This design comes from an exercise in tuning for a short achievable clock period on the open sky130 flow, not from production work. Only simulation tests tie the RTL to the original design; equivalence was not proved.

red:
==> flow/design.v <==
module sport_frame_decoder (
    input  wire        clk,
    input  wire        rst,         
    input  wire        in_valid,
    input  wire [7:0]  in_data,
    output wire        frame_valid,
    output wire [71:0] frame_data,
    output wire        evt_valid,
    output wire [3:0]  evt_kind,
    output wire [31:0] evt_value
);
    localparam [7:0] START     = 8'h7E;
    localparam [7:0] ESC       = 8'h7D;
    localparam [7:0] ESC_XOR   = 8'h20;
    localparam [7:0] DEVICE_ID = 8'h1B;
    localparam [7:0] FRAME_TYPE= 8'h10;
    reg       s_idle, s_pay, s_esc;
    reg [3:0] cur;
    reg       p8, e8;
    reg [63:0] fb;
    reg       acc_q;
    reg [3:0] kind_q;
    wire step   = in_valid && !rst;
    wire is_esc = (in_data == ESC);
    wire wr     = step && (s_esc || (s_pay && !is_esc));
    wire [7:0] wdata = s_esc ? (in_data ^ ESC_XOR) : in_data;
    wire [3:0] cur_next = cur + 4'd1;
    always @(posedge clk) begin
        if (rst) begin
            s_idle <= 1'b1;
            s_pay  <= 1'b0;
            s_esc  <= 1'b0;
            cur    <= 4'd0;
            p8     <= 1'b0;
            e8     <= 1'b0;
        end else if (in_valid) begin
            if (s_idle) begin
                if (in_data == START) begin
                    s_idle <= 1'b0;
                    s_pay  <= 1'b1;
                    cur    <= 4'd0;
                end
            end else if (s_pay) begin
                if (is_esc) begin
                    s_pay <= 1'b0;
                    s_esc <= 1'b1;
                    e8    <= p8;
                    p8    <= 1'b0;
                end else begin
                    cur    <= cur_next;
                    s_idle <= p8;
                    s_pay  <= !p8;
                    p8     <= (cur == 4'd7);
                    e8     <= 1'b0;
                end
            end else if (s_esc) begin
                cur    <= cur_next;
                s_idle <= e8;
                s_esc  <= 1'b0;
                s_pay  <= !e8;
                p8     <= (cur == 4'd7);
                e8     <= 1'b0;
            end
        end
    end
    integer k;
    always @(posedge clk) begin
        for (k = 0; k < 8; k = k + 1)
            if (wr && cur == k)
                fb[8*k +: 8] <= wdata;
    end
    wire [7:0]  device_id    = fb[7:0];
    wire [7:0]  frame_type   = fb[15:8];
    wire [15:0] data_type_id = fb[31:16];
    reg       known;
    reg [3:0] kind;
    always @(*) begin
        known = 1'b1;
        kind  = 4'd0;
        case (data_type_id)
            16'h0600: kind = 4'd0;    
            16'h0800: kind = 4'd1;    
            16'h0210: kind = 4'd2;    
            16'h0910: kind = 4'd3;    
            16'h0200: kind = 4'd4;    
            16'h0840: kind = 4'd5;    
            16'hF101: kind = 4'd6;    
            16'h0400: kind = 4'd7;    
            16'h0410: kind = 4'd8;    
            16'h0100: kind = 4'd9;    
            16'h0820: kind = 4'd10;   
            16'h0420: kind = 4'd11;   
            16'h0830: kind = 4'd12;   
            16'h0430: kind = 4'd13;   
            16'h0440: kind = 4'd14;   
            16'h0110: kind = 4'd15;   
            default:  known = 1'b0;
        endcase
    end
    always @(posedge clk) begin
        acc_q  <= (device_id == DEVICE_ID) && (frame_type == FRAME_TYPE) && known;
        kind_q <= kind;
    end
    localparam integer NA = 102;      
    localparam integer G  = 8;        
    localparam integer NG = (NA + G - 1) / G;
    wire [3:0]  kv = acc_q ? kind_q : 4'd0;
    wire [31:0] vv = acc_q ? fb[63:32] : 32'd0;
    wire [NG*G-1:0] a_src = {{(NG*G-NA){1'b0}}, vv, kv, acc_q, fb, 1'b1};
    wire [NG*G-1:0] a_out;
    genvar g;
    generate
        for (g = 0; g < NG; g = g + 1) begin : ga
            sfd_gate #(.N(G)) u_gate (
                .v(in_valid), .r(rst), .d(in_data), .e8(e8), .p8(p8),
                .b(a_src[g*G +: G]), .y(a_out[g*G +: G])
            );
        end
    endgenerate
    sfd_last u_last (
        .v(in_valid), .r(rst), .d(in_data), .e8(e8), .p8(p8),
        .y(frame_data[71:64])
    );
    assign frame_valid       = a_out[0];
    assign frame_data[63:0]  = a_out[64:1];
    assign evt_valid         = a_out[65];
    assign evt_kind          = a_out[69:66];
    assign evt_value         = a_out[101:70];
endmodule
module sfd_gate #(
    parameter integer N = 8
) (
    input  wire         v,
    input  wire         r,
    input  wire [7:0]   d,
    input  wire         e8,
    input  wire         p8,
    input  wire [N-1:0] b,
    output wire [N-1:0] y
);
    wire c = v && !r && (e8 || (p8 && (d != 8'h7D)));
    assign y = c ? b : {N{1'b0}};
endmodule
module sfd_last (
    input  wire       v,
    input  wire       r,
    input  wire [7:0] d,
    input  wire       e8,
    input  wire       p8,
    output wire [7:0] y
);
    wire vr = v && !r;
    wire ce = vr && e8;
    wire cp = vr && p8 && (d != 8'h7D);
    assign y = (ce ? (d ^ 8'h20) : 8'd0) | (cp ? d : 8'd0);
endmodule
clock: 6.0 ns
lec_check: 0
cap_margin: 20
core_margin: 2
core_utilization: 40
setup_slack_margin: 5
slew_margin: 20
synth_hierarchical: 1
run.sh (not shown) runs the stock make flow with config.mk's settings and CLKGATE_MAP_FILE= SYNTH_SCRIPT=/design/flow/synth_recipe.tcl, a recipe that flattens the netlist after the stock synthesis.
--- input diff red..blue ---
-- flow/config.mk --
<<< red, line 10
export CORE_UTILIZATION = 40
export SETUP_SLACK_MARGIN = 5
>>> blue, line 10
export CORE_UTILIZATION = 55
export SETUP_SLACK_MARGIN = 3.2
Results
In the summary table, blue is marked failed, with error DPL-0038 raised in global routing.
Taking red as the reference, in blue number of buffers inserted by post-CTS setup repair increased by 17% relative to the old numbers; number of rows created at floorplan lower; number of instances in the synthesized netlist comparable.
Compared with red, in blue largest buffer count on any clock path held; worst setup slack after placement went up 0.043 ns.
From blue to red, number of sinks on the clock net did not move at all.
Comparing red and blue, the higher placed wire-length estimate after detailed placement was measured on red.
Summary — total cell area at the placement stage, blue relative to red: lower, by about 3.4%.
Re final weighted congestion in routability-driven placement: blue is about 3.4% up on red.
Diff red and blue: initial core utilization lower in red

* * *

Setup of north:
sport_frame_decoder, a different RTL version from the one above (not shown whole).
For scale: ~530 cells after synthesis, about 4600 sq um of cells after synthesis.
==> flow/config.mk <==
export PLATFORM = sky130hd
export DESIGN_NAME = sport_frame_decoder
export DESIGN_NICKNAME = sport_frame_decoder
export VERILOG_FILES = /design/flow/design.v
export SDC_FILE = /design/flow/constraint.sdc
export NUM_CORES = 4
export LEC_CHECK = 0
export CAP_MARGIN = 20
export CORE_MARGIN = 2
export CORE_UTILIZATION = 45
export SETUP_SLACK_MARGIN = 3.2
export SLEW_MARGIN = 20
export SYNTH_HIERARCHICAL = 1
==> flow/constraint.sdc <==
create_clock -name core_clock -period 6.0 [get_ports {clk}]
set_input_delay 1.2000 -clock core_clock [delete_from_list [all_inputs] [get_ports {clk}]]
set_output_delay 1.2000 -clock core_clock [all_outputs]
set_load 0.01 [all_outputs]
Here is what was changed in the inputs of south compared with north.
Settings: CORE_UTILIZATION now 62, was 45.
Notes after the runs:
NOTE quantity of gates resized following cts north->south increased by a little under 10%
From north to south the numbers moved as follows: worst slack at placement moved down, vertical extent of the die saw a decrease, synthesized netlist cell count was more or less identical, overall die width moved down.
Diff north..south | adder and majority gate portion of the synthesized area | unchanged
south vs north: half-perimeter wire length after placement up by more than 10%
Going from north to south, the starting density of the core was found to have gone up by 18 points.
Looking at the logs for south and north, the single run that did not finish was south.
south did not make it past clock tree synthesis (4_1_cts), where a tool error ended it.
Clock tree buffer depth: north vs south identical
Input-level comparison between east and south:
Settings: CORE_UTILIZATION changed from 62 to 45.
==> flow/flow/run.sh (new file) <==
#!/bin/bash
# Standard layout, with two more rounds of setup repair after global routing
# (flow/grt_repair.tcl).
set -uo pipefail
bash standard.sh POST_GLOBAL_ROUTE_TCL="$PWD/flow/grt_repair.tcl" finish > standard.log 2>&1
==> flow/flow/grt_repair.tcl (new file) <==
# Run after global routing (POST_GLOBAL_ROUTE_TCL): two more rounds of setup
# repair on global-route parasitics, with incremental re-routing of the nets
# they change, then the route guides are written again.
for {set k 0} {$k < 2} {incr k} {
  global_route -start_incremental
  estimate_parasitics -global_routing
  repair_timing -setup -setup_margin $::env(SETUP_SLACK_MARGIN) -repair_tns 100 -match_cell_footprint -verbose
  detailed_placement
  global_route -end_incremental
  estimate_parasitics -global_routing
  report_worst_slack
}
write_guides $::env(RESULTS_DIR)/route.guide
==> flow/standard.sh (new file) <==
#!/bin/bash
# synth_recipe.tcl (not shown) runs the flow's synth.tcl, then flattens the netlist and writes it again
# the make line also repeats each setting of config.mk as NAME=value (left out here)
make -C /OpenROAD-flow-scripts/flow DESIGN_CONFIG=/design/flow/config.mk WORK_HOME=/design/flow/orfs CLKGATE_MAP_FILE= SYNTH_SCRIPT=/design/flow/synth_recipe.tcl "${@:-finish}"
removed: flow/run.sh
### Flow results
Going from south to east, the estimated wirelength of the detail-placed design was found to have gone down by about 11%.
east -> south: total clock sinks delta 0, exact match
Post-CTS setup buffer count: east < south
east has completed all stages; timing, DRC and antenna checks passed.
[compare] base=south new=east: setup slack at placement increased 0.098 ns; horizontal extent of the die now sits higher.
Setup changes, east to west
Settings: CORE_UTILIZATION changed from 45 to 55.
==> flow/run.sh (new file) <==
#!/bin/bash
# synth_recipe.tcl (not shown) runs the flow's synth.tcl, then flattens the netlist and writes it again
# the make line also repeats each setting of config.mk as NAME=value (left out here)
make -C /OpenROAD-flow-scripts/flow DESIGN_CONFIG=/design/flow/config.mk WORK_HOME=/design/flow/orfs CLKGATE_MAP_FILE= SYNTH_SCRIPT=/design/flow/synth_recipe.tcl finish
removed: flow/flow/run.sh
removed: flow/flow/grt_repair.tcl
removed: flow/standard.sh
### Flow results
No stage failed in east, and the final checks on the layout all came back clean.
Flow for west halted at clock tree synthesis (4_1_cts), error code DPL-0033.
From east to west the numbers moved as follows: setup slack at placement now sits higher, mux cell area share after synthesis about even, routability congestion estimate increased 0.12.
The following lists how middle was set up differently from west:
Settings: swapping 55 for 45 in CORE_UTILIZATION.
==> flow/flow/run.sh (new file) <==
#!/bin/bash
# Standard layout, with global placement weighting the timing-critical nets
# more heavily than the default.
set -uo pipefail
bash standard.sh GLOBAL_PLACEMENT_ARGS="-timing_driven_net_weight_max 8 -timing_driven_nets_percentage 40" finish > standard.log 2>&1
==> flow/standard.sh (new file) <==
#!/bin/bash
# synth_recipe.tcl (not shown) runs the flow's synth.tcl, then flattens the netlist and writes it again
# the make line also repeats each setting of config.mk as NAME=value (left out here)
make -C /OpenROAD-flow-scripts/flow DESIGN_CONFIG=/design/flow/config.mk WORK_HOME=/design/flow/orfs CLKGATE_MAP_FILE= SYNTH_SCRIPT=/design/flow/synth_recipe.tcl "${@:-finish}"
removed: flow/run.sh
## What came out
middle: done, clean on timing, DRC and antenna. From west to middle, count of cell types in the netlist did not move at all. There was hardly any difference in share of synthesized area occupied by flip-flops and latches between west and middle. Re compound-gate portion of the synthesized area: no difference whatsoever between west and middle. From west to middle the numbers moved as follows: minimum setup slack after placement now sits lower; instance area at placement climbed 0.58%; post-cts sizing count went down 4.1%; number of setup buffers added after CTS went down. Taking west as the reference, in middle chip width rose by about 10%, final RePlAce weighted congestion lower, post-synthesis cell area shows no meaningful change.

[separate check: timing with driven ports]
No port has a modelled driver above. Below, the same layouts with a new extraction and two added sets of constraints.
Step 1 (the two cells are an assumption about what drives the block):
set clk [get_ports {clk}]
set_driving_cell -lib_cell sky130_fd_sc_hd__clkbuf_16 $clk
set_driving_cell -lib_cell sky130_fd_sc_hd__buf_2 [delete_from_list [all_inputs] $clk]
Step 2, shift: input delay + t, output delay - t, t = (earliest + latest rising clock arrival at the registers) / 2. This alone moves slack from input paths to output paths.
Slacks: ideal ports / drivers / drivers and shift; pairs: ideal ports / drivers.
run	t, ns	setup WS [ns]	worst hold slack (ns)	slew at the worst register clock pin (ns)
red	0.380	2.534 / 2.378 / 2.378	0.555 / 0.555 / 0.555	0.07 / 0.07
north	0.390	2.702 / 2.595 / 2.595	0.487 / 0.487 / 0.487	0.08 / 0.08
east	0.388	2.711 / 2.602 / 2.602	0.480 / 0.480 / 0.480	0.08 / 0.08
middle	0.379	2.677 / 2.536 / 2.536	0.480 / 0.480 / 0.480	0.08 / 0.08
After both steps setup and hold are still met in every run listed. The setup slack of red, which loses most, moves by -0.156 ns with the drivers and by -0.156 ns with both steps.
